Background: an optimization exercise with open tools, aiming at small area, a short achievable clock period and few clock cycles per item. Do not read the settings as production practice. The RTL of this run was laid out without a check of its function. Power and IR drop assume default switching activity.

`design/flow/run.sh`:
```
#!/bin/bash
# synth_recipe.tcl (not shown) runs the flow's synth.tcl, then flattens the netlist and writes it again
# the make line also repeats each setting of config.mk as NAME=value (left out here)
make -C /OpenROAD-flow-scripts/flow DESIGN_CONFIG=/design/flow/config.mk WORK_HOME=/design/flow/orfs CLKGATE_MAP_FILE= SYNTH_SCRIPT=/design/flow/synth_recipe.tcl finish
```
`design/flow/config.mk`:
```
export PLATFORM = sky130hd
export DESIGN_NAME = pga16
export DESIGN_NICKNAME = pga16
export VERILOG_FILES = /design/flow/design.v
export SDC_FILE = /design/flow/constraint.sdc
export NUM_CORES = 4
export LEC_CHECK = 0
export CAP_MARGIN = 20
export CORE_MARGIN = 2
export CORE_UTILIZATION = 40
export SLEW_MARGIN = 20
```
`design/flow/constraint.sdc`:
```
create_clock -name core_clock -period 33.0 [get_ports {clk}]
set_input_delay 6.6000 -clock core_clock [delete_from_list [all_inputs] [get_ports {clk}]]
set_output_delay 6.6000 -clock core_clock [all_outputs]
set_load 0.01 [all_outputs]
```
`design/flow/design.v`:
```
module pga16_window (
    input  wire [15:0] sample,    
    input  wire [31:0] gain,
    output wire [15:0] result     
);
    wire [31:0] f;
    wire [31:0] p;
    wire [31:0] q;
    pga16_cvt_s16_f32 u_cvt   (.s(sample), .f(f));
    pga16_fmul32      u_fmul  (.a(f), .b(gain), .p(p));
    pga16_floor32     u_floor (.p(p), .q(q));
    pga16_cvt_f32_s16w u_narrow (.q(q), .r(result));
endmodule
module pga16_cvt_s16_f32 (
    input  wire [15:0] s,
    output reg  [31:0] f
);
    reg [15:0] a;
    reg [3:0]  k;
    reg [15:0] frac;
    integer i;
    always @* begin
        a = s[15] ? (~s + 16'd1) : s;    
        k = 4'd0;
        for (i = 0; i < 16; i = i + 1)
            if (a[i]) k = i[3:0];
        frac = a << (4'd15 - k);          
        if (s == 16'd0)
            f = 32'h0000_0000;
        else
            f = {s[15], 8'd127 + {4'd0, k}, frac[14:0], 8'd0};
    end
endmodule
module pga16_fmul32 (
    input  wire [31:0] a,
    input  wire [31:0] b,
    output reg  [31:0] p
);
    wire        sa = a[31];
    wire        sb = b[31];
    wire [7:0]  ea = a[30:23];
    wire [7:0]  eb = b[30:23];
    wire [22:0] fa = a[22:0];
    wire [22:0] fb = b[22:0];
    reg         sign;
    reg  [23:0] ma, mb;
    reg  [9:0]  xa, xb;               
    reg  [47:0] prod;
    reg  [5:0]  lead;                 
    reg  [47:0] norm;                 
    reg  signed [11:0] be;            
    reg  [11:0] rsh;                  
    reg  [71:0] wide;                 
    reg  [23:0] mant;
    reg         guard, sticky;
    reg  [24:0] rounded;
    reg  signed [11:0] be_out;
    integer i;
    always @* begin
        sign = sa ^ sb;
        ma = (ea == 8'd0) ? {1'b0, fa} : {1'b1, fa};
        mb = (eb == 8'd0) ? {1'b0, fb} : {1'b1, fb};
        xa = (ea == 8'd0) ? 10'd1 : {2'd0, ea};
        xb = (eb == 8'd0) ? 10'd1 : {2'd0, eb};
        prod = ma * mb;
        lead = 6'd0;
        for (i = 0; i < 48; i = i + 1)
            if (prod[i]) lead = i[5:0];
        norm = prod << (6'd47 - lead);
        be = $signed({6'd0, lead}) + $signed({2'd0, xa}) + $signed({2'd0, xb}) - 12'sd173;
        if (be < 12'sd1) begin
            rsh    = 12'd1 - be;
            be_out = 12'sd0;
        end else begin
            rsh    = 12'd0;
            be_out = be;
        end
        if (rsh > 12'd60)
            wide = {71'd0, |prod};
        else
            wide = {norm, 24'd0} >> rsh;
        mant   = wide[71:48];
        guard  = wide[47];
        sticky = |wide[46:0];
        rounded = {1'b0, mant} + {24'd0, guard & (sticky | mant[0])};
        if (rounded[24]) begin
            rounded = rounded >> 1;
            be_out  = be_out + 12'sd1;
        end else if (be_out == 12'sd0 && rounded[23]) begin
            be_out  = 12'sd1;             
        end
        if (prod == 48'd0)
            p = {sign, 31'd0};
        else if (be_out >= 12'sd255)
            p = {sign, 8'hFF, 23'd0};
        else
            p = {sign, be_out[7:0], rounded[22:0]};
    end
endmodule
module pga16_floor32 (
    input  wire [31:0] p,
    output reg  [31:0] q
);
    wire        s = p[31];
    wire [7:0]  e = p[30:23];
    wire [22:0] f = p[22:0];
    reg  [23:0] m;
    reg  [7:0]  sh;
    reg  [23:0] ipart;
    reg         rem;
    reg  [24:0] n;                    
    reg  [4:0]  k;
    reg  [24:0] nf;
    integer i;
    always @* begin
        m     = {1'b1, f};
        sh    = 8'd0;
        ipart = 24'd0;
        rem   = 1'b0;
        n     = 25'd0;
        k     = 5'd0;
        nf    = 25'd0;
        if (e >= 8'd150) begin
            q = p;                                   
        end else if (e < 8'd127) begin
            if (e == 8'd0 && f == 23'd0)
                q = p;                               
            else if (!s)
                q = 32'h0000_0000;
            else
                q = 32'hBF80_0000;                   
        end else begin
            sh    = 8'd150 - e;                      
            ipart = m >> sh;
            rem   = |(m & ((24'd1 << sh) - 24'd1));
            n     = {1'b0, ipart} + {24'd0, s & rem};
            for (i = 0; i < 25; i = i + 1)
                if (n[i]) k = i[4:0];
            nf    = n << (5'd24 - k);
            if (n == 25'd0)
                q = 32'h0000_0000;
            else
                q = {s, 8'd127 + {3'd0, k}, nf[23:1]};
        end
    end
endmodule
module pga16_cvt_f32_s16w (
    input  wire [31:0] q,
    output reg  [15:0] r
);
    wire        s = q[31];
    wire [7:0]  e = q[30:23];
    wire [23:0] m = {1'b1, q[22:0]};
    reg [15:0] mag;
    always @* begin
        if (e == 8'hFF || e < 8'd127)
            mag = 16'd0;
        else if (e >= 8'd166)
            mag = 16'd0;
        else if (e >= 8'd150)
            mag = m[15:0] << (e - 8'd150);
        else
            mag = m[23:0] >> (8'd150 - e);
        r = s ? (16'd0 - mag) : mag;
    end
endmodule
module pga16 (
    input  wire        clk,
    input  wire        rst,           
    input  wire        host_we,
    input  wire [3:0]  host_addr,
    input  wire [31:0] host_wdata,
    output reg  [31:0] host_rdata,
    output wire        mem_valid,
    output wire        mem_we,
    output wire [31:0] mem_addr,
    output wire [7:0]  mem_wdata,
    input  wire        mem_ready,
    input  wire [7:0]  mem_rdata,
    input  wire        mem_err
);
    localparam RN_BUF_BASE = 4'd0;
    localparam RN_BUF_LEN  = 4'd1;
    localparam RN_GAIN     = 4'd2;
    localparam RN_CTRL     = 4'd3;
    localparam RN_CMD      = 4'd4;
    localparam RN_STATUS   = 4'd5;
    localparam RN_PROGRESS = 4'd6;
    localparam ERR_ILLEGAL_CMD = 4'd1;
    localparam ERR_NULL_BUFFER = 4'd2;
    localparam ERR_GAIN_INF    = 4'd3;
    localparam ERR_ADDR_RANGE  = 4'd4;
    localparam ERR_MEM_FAULT   = 4'd5;
    localparam S_IDLE   = 3'd0;
    localparam S_RD0    = 3'd1;
    localparam S_RD1    = 3'd2;
    localparam S_CALC   = 3'd3;
    localparam S_WR0    = 3'd4;
    localparam S_WR1    = 3'd5;
    localparam S_FINISH = 3'd6;
    reg [31:0] buf_base;
    reg [31:0] buf_len;
    reg [31:0] gain;
    reg        buf_valid;
    reg        st_busy, st_done, st_err, st_odd;
    reg [3:0]  st_errcode;
    reg [30:0] idx;
    reg [31:0] w_base;
    reg [30:0] w_nwin;
    reg [31:0] w_gain;
    reg [2:0]  state;
    reg [7:0]  b0, b1;
    reg [15:0] res;
    always @* begin
        case (host_addr)
            RN_BUF_BASE: host_rdata = buf_base;
            RN_BUF_LEN:  host_rdata = buf_len;
            RN_GAIN:     host_rdata = gain;
            RN_CTRL:     host_rdata = {31'd0, buf_valid};
            RN_STATUS:   host_rdata = {24'd0, st_errcode, st_odd, st_err, st_done, st_busy};
            RN_PROGRESS: host_rdata = {1'b0, idx};
            default:     host_rdata = 32'd0;
        endcase
    end
    wire        cmd_wr    = host_we && (host_addr == RN_CMD) && !st_busy;
    wire        stat_wr   = host_we && (host_addr == RN_STATUS);
    wire [32:0] buf_end   = {1'b0, buf_base} + {1'b0, buf_len};
    wire        range_bad = buf_end[32] && (buf_end[31:0] != 32'd0);
    reg  [3:0]  cmd_code;             
    always @* begin
        if (host_wdata != 32'h0000_0001)
            cmd_code = ERR_ILLEGAL_CMD;
        else if (!buf_valid)
            cmd_code = ERR_NULL_BUFFER;
        else if (gain[30:23] == 8'hFF)
            cmd_code = ERR_GAIN_INF;
        else if (range_bad)
            cmd_code = ERR_ADDR_RANGE;
        else
            cmd_code = 4'd0;
    end
    wire [31:0] win_addr = w_base + {idx, 1'b0};
    wire        second   = (state == S_RD1) || (state == S_WR1);
    assign mem_valid = (state == S_RD0) || (state == S_RD1) ||
                       (state == S_WR0) || (state == S_WR1);
    assign mem_we    = (state == S_WR0) || (state == S_WR1);
    assign mem_addr  = win_addr + {31'd0, second};
    assign mem_wdata = (state == S_WR1) ? res[15:8] : res[7:0];
    wire        mem_done  = mem_valid && mem_ready;
    wire [15:0] w_result;
    pga16_window u_window (
        .sample ({b1, b0}),
        .gain   (w_gain),
        .result (w_result)
    );
    always @(posedge clk) begin
        if (rst) begin
            buf_base   <= 32'd0;
            buf_len    <= 32'd0;
            gain       <= 32'h3F80_0000;
            buf_valid  <= 1'b0;
            st_busy    <= 1'b0;
            st_done    <= 1'b0;
            st_err     <= 1'b0;
            st_odd     <= 1'b0;
            st_errcode <= 4'd0;
            idx        <= 31'd0;
            state      <= S_IDLE;
        end else begin
            if (host_we) begin
                case (host_addr)
                    RN_BUF_BASE: buf_base  <= host_wdata;
                    RN_BUF_LEN:  buf_len   <= host_wdata;
                    RN_GAIN:     gain      <= host_wdata;
                    RN_CTRL:     buf_valid <= host_wdata[0];
                    default: ;
                endcase
            end
            if (stat_wr) begin
                if (host_wdata[1]) st_done <= 1'b0;
                if (host_wdata[2]) begin
                    st_err     <= 1'b0;
                    st_errcode <= 4'd0;
                end
                if (host_wdata[3]) st_odd <= 1'b0;
            end
            if (cmd_wr) begin
                st_done <= 1'b0;
                idx     <= 31'd0;
                if (cmd_code != 4'd0) begin
                    st_err     <= 1'b1;
                    st_errcode <= cmd_code;
                    st_odd     <= 1'b0;
                end else begin
                    st_err     <= 1'b0;
                    st_errcode <= 4'd0;
                    st_odd     <= buf_len[0];
                    st_busy    <= 1'b1;
                    w_base     <= buf_base;
                    w_nwin     <= buf_len[31:1];
                    w_gain     <= gain;
                    state      <= (buf_len[31:1] == 31'd0) ? S_FINISH : S_RD0;
                end
            end
            case (state)
                S_RD0: if (mem_done) begin
                    if (mem_err) state <= S_IDLE;
                    else begin
                        b0    <= mem_rdata;
                        state <= S_RD1;
                    end
                end
                S_RD1: if (mem_done) begin
                    if (mem_err) state <= S_IDLE;
                    else begin
                        b1    <= mem_rdata;
                        state <= S_CALC;
                    end
                end
                S_CALC: begin
                    res   <= w_result;
                    state <= S_WR0;
                end
                S_WR0: if (mem_done) begin
                    if (mem_err) state <= S_IDLE;
                    else         state <= S_WR1;
                end
                S_WR1: if (mem_done) begin
                    if (mem_err) state <= S_IDLE;
                    else begin
                        idx   <= idx + 31'd1;
                        state <= (idx + 31'd1 == w_nwin) ? S_FINISH : S_RD0;
                    end
                end
                S_FINISH: begin
                    st_busy <= 1'b0;
                    st_done <= 1'b1;
                    state   <= S_IDLE;
                end
                default: ;
            endcase
            if (mem_done && mem_err) begin
                st_busy    <= 1'b0;
                st_err     <= 1'b1;
                st_errcode <= ERR_MEM_FAULT;
            end
        end
    end
endmodule
```
==> impl_metrics.ini <==
[hold_path]
min_path_type = reg2reg
min_from = gain[1]$_SDFFE_PP0P_
min_to = w_gain[1]$_DFFE_PP_
whs_path_depth = 0

[drt]
via_per_inst = 6.43
drt-initial-drc-count = 5641
num_vias = 52600
dr.pass1.iters = 7
postRouteAntennaNets = 0
wirelength_um = 209000
drc = 0
wl_per_cell_um = 25.6

[yosys]
syn_inst = 6538
synth-simple-area-share = 0.259
synth_enable_flop_cells = 127
synth.area.mux_share = 0.0313
yosys_warnings = 5
async_flop_share = 0
synthFlopType = dfxtp_1
synthAdderAreaFrac = 0.198
synth_top_family_by_area = compound AO/OA/AOI/OAI gates
synth_cell_types = 144
ys_seq_elements = 265
synth_xor_area_frac = 0.0434
synth_compound_area_frac = 0.262
syn_avg_cell_area_um2 = 7.48
netlist_area_um2 = 48900
seq_area_frac_synth = 0.134

[timing]
slew_headroom = 0.205
finalSetupViolCount = 0
hold_viol_final = 0
setup_ws_ns = 1.80
drv_slew = 0
setup_tns_ns = 0
max_slew.worst_pin.slew_ns = 1.18
finClkSkew_ns = 0.0290
fmaxAchievable_mhz = 32.1
finalCritPeriodShare = 0.945
min_period_ns = 31.20

[floorplan]
start_util = 0.402
top_level_ports = 123
die_h_um = 354
placementRows = 128
dieWidth_um = 354
core_um2 = 122000
die_area_um2 = 125000

[placed_design]
pre_cts_ws_ns = 0.672
gp_congestion = 1.01
hpwl_um = 165000
placed_area_um2 = 52100
dp.cells = 8107
portBuffers = 122

[cells_and_area]
multi_input_area_um2 = 39200
seqCellArea_um2 = 6580
final_cell_area_um2 = 53500
final_core_util = 0.440
fill_cells = 12400
nets = 7165
final_cells = 8182
drive_gt1_frac = 0.0833
area_delta_synth_final_pct = 9.32

[global_routing]
grt_max_degree = 87
grt_pass1_vias = 50600
grt_usage = 0.320
antenna_found_initial = 11
grt_pass1_wl_um = 317000
grt_overflow = 0

[run_status]
status = no timing/DRC/antenna violations

[clocking]
clk_pin_slew_ns = 0.07
root_buffer = clkbuf_16
cts_buffers = 27
cts_buffer_depth = 3
worstSkewPairLatency_ns = 0.58
tritoncts = yes
ctsHoldBuffers = 0
cts.htree.levels = 1
cts.sinks = 265

[setup_path]
path_common_cell = nor2_1
ff2ff_setup_slack_ns = 1.80
reg2reg_depth = 127
worstPathArrival_ns = 31.49
rr_startpoint = b0[2]$_DFFE_PP_
worst_path_dominant_cell_family = compound AO/OA/AOI/OAI gates
cp-end-kind = register
worst-setup-path-type = reg2reg
worst_setup_path_start_kind = register
regToRegEndpoint = res[13]$_DFFE_PP_
crit_slowest_cell = o41ai_1
cpPeakStageDelay_ns = 0.68
required_ns = 33.29
worst-path-buf-inv = 18
cp_max_fo = 24

[power_and_ir_drop]
vdd_ir_drop_max_uv = 33.8
p_per_area_nw_per_um2 = 18.2
p_leak_nw = 20.4

[job]
maxCapViolCount = 0
-- layout make-up --
class                      count  share of cell area
antenna                        3            0.000140
timing repair buffer         332              0.0527
clock inverter                15             0.00374
inverter                     487              0.0344
sequential                   265               0.123
tap                         1625              0.0380
clock buffer                  35              0.0141
multi-input combinational   5420               0.734
-- stage by stage --
step	power [mW]	hold slack, ns
final	0.972	0.487
after CTS	0.965	0.486
after detailed placement	0.635	0.468
after global placement	0.638	0.465
after floorplan	0.532	0.429
after global routing	1.01	0.504
-- what timing repair did --
action                                  4_1_cts  5_1_grt
resized for setup                             0       42
buffers inserted                              0       19
endpoints found under the setup margin        0       16
-- sequential cells by signal, summed over array words and instances (netlist names), 3 cells and up --
register,flops
b1,8
w_nwin,31
st_errcode,3
state,3
b0,8
idx,31
w_gain,32
gain,32
w_base,32
buf_len,32
buf_base,32
res,16
-- cells in the mapped netlist (138+ instances only) --
master    count  area (µm²)
dfxtp_1     138        2760
inv_1       477        1790
ha_1        268        3350
o21ai_0     327        1640
nor2_1      490        1840
nand2_1     879        3300
clkbuf_1    284        1070
a21oi_1     408        2040
nand3_1     229        1150
nor3_1      216        1080
and2_1      203        1270
fa_1        315        6310
xnor2_1     155        1360
-- layout by cell type, fill, tap and decap left out, drive strengths merged, types with 36 or more instances in the layout --
master / netlist / layout
clkdlybuf4s50: 0 / 121
dfxtp: 138 / 138
and3: 77 / 77
a31oi: 85 / 85
nand4: 97 / 97
a22oi: 68 / 68
o211ai: 105 / 105
o22ai: 51 / 51
o21ai: 369 / 369
a21o: 52 / 52
a32oi: 41 / 41
inv: 481 / 483
edfxtp: 127 / 127
a21oi: 413 / 413
nand2: 884 / 884
mux2i: 95 / 95
ha: 268 / 268
xnor2: 156 / 156
or2: 38 / 38
and2: 213 / 213
nor3: 229 / 229
nor2: 496 / 497
clkbuf: 285 / 36
o2111ai: 45 / 45
fa: 315 / 315
buf: 103 / 210
or3: 59 / 59
a211oi: 107 / 107
xor2: 82 / 82
nand2b: 39 / 39
nand3: 233 / 233
nor4: 118 / 118
o31ai: 56 / 56
mux2: 39 / 39
-- per-layer routing --
| metal | routed length, µm | GRT usage | vias up |
|---|---|---|---|
| li1 | - | - | 23800 |
| met1 | 89200 | 0.438 | 25600 |
| met2 | 94200 | 0.516 | 2730 |
| met3 | 17500 | 0.0441 | 488 |
| met4 | 8350 | 0.112 | 14 |
| met5 | 95 | 0 | - |
-- how the worst max path moves through the flow --
stage                          startpoint           endpoint  depth (start not counted)
after global placement    b0[2]$_DFFE_PP_  res[15]$_DFFE_PP_                        118
after detailed placement  b0[2]$_DFFE_PP_  res[15]$_DFFE_PP_                        120
after floorplan           b0[2]$_DFFE_PP_  res[15]$_DFFE_PP_                        130
after global routing      b0[2]$_DFFE_PP_  res[15]$_DFFE_PP_                        127
after CTS                 b0[2]$_DFFE_PP_  res[15]$_DFFE_PP_                        120
final                     b0[2]$_DFFE_PP_  res[13]$_DFFE_PP_                        127
-- worst reg2reg max path, delay by kind of cell (launching register included) --
| kind | cells | cell delay (ns) |
|---|---|---|
| compound gates | 47 | 10.53 |
| xor+xnor | 3 | 0.68 |
| fa+ha+maj | 17 | 6.86 |
| buf+inv | 18 | 2.97 |
| flops | 1 | 0.48 |
| mux | 3 | 0.74 |
| simple gates | 39 | 8.62 |
-- where the power goes --
| group | total (mW) | switching [mW] | internal (mW) |
|---|---|---|---|
| registers | 0.346 | 0.00259 | 0.344 |
| logic | 0.294 | 0.200 | 0.0937 |
| clock network | 0.332 | 0.138 | 0.194 |
| total | 0.972 | 0.341 | 0.632 |
-- cells by family after synthesis --
group                    after synthesis
AO/OA/AOI/OAI                       1836
XOR/XNOR                             239
adder cells (fa/ha/maj)              585
buffers and inverters                875
flip-flops                           265
multiplexers                         140
other                                  2
AND/OR/NAND/NOR                     2596

## re-timing with driven ports
The flow's constraints put no driver on any port. The routed layout listed below was extracted and timed again, unchanged, in two steps. Step 1, drivers: a clkbuf_16 drives clk and a buf_2 each remaining input, both assumed. Step 2 times the ports against the registers' clock, not the clock port: input delays grow and output delays shrink by t, the midpoint of the rising clock arrivals with the driver on. Three values: no drivers, after step 1, after step 2; two values: the first two.
t (ns): 0.616
setup slack, ns: 1.802 / 1.802 / 1.802
worst register clock-pin slew, ns: 0.07 / 0.07
worst slew at a driven data input, ns: 0.12
After both steps setup and hold are still met in this run. The setup slack of this run moves by 0.000 ns with the drivers and by 0.000 ns with both steps.
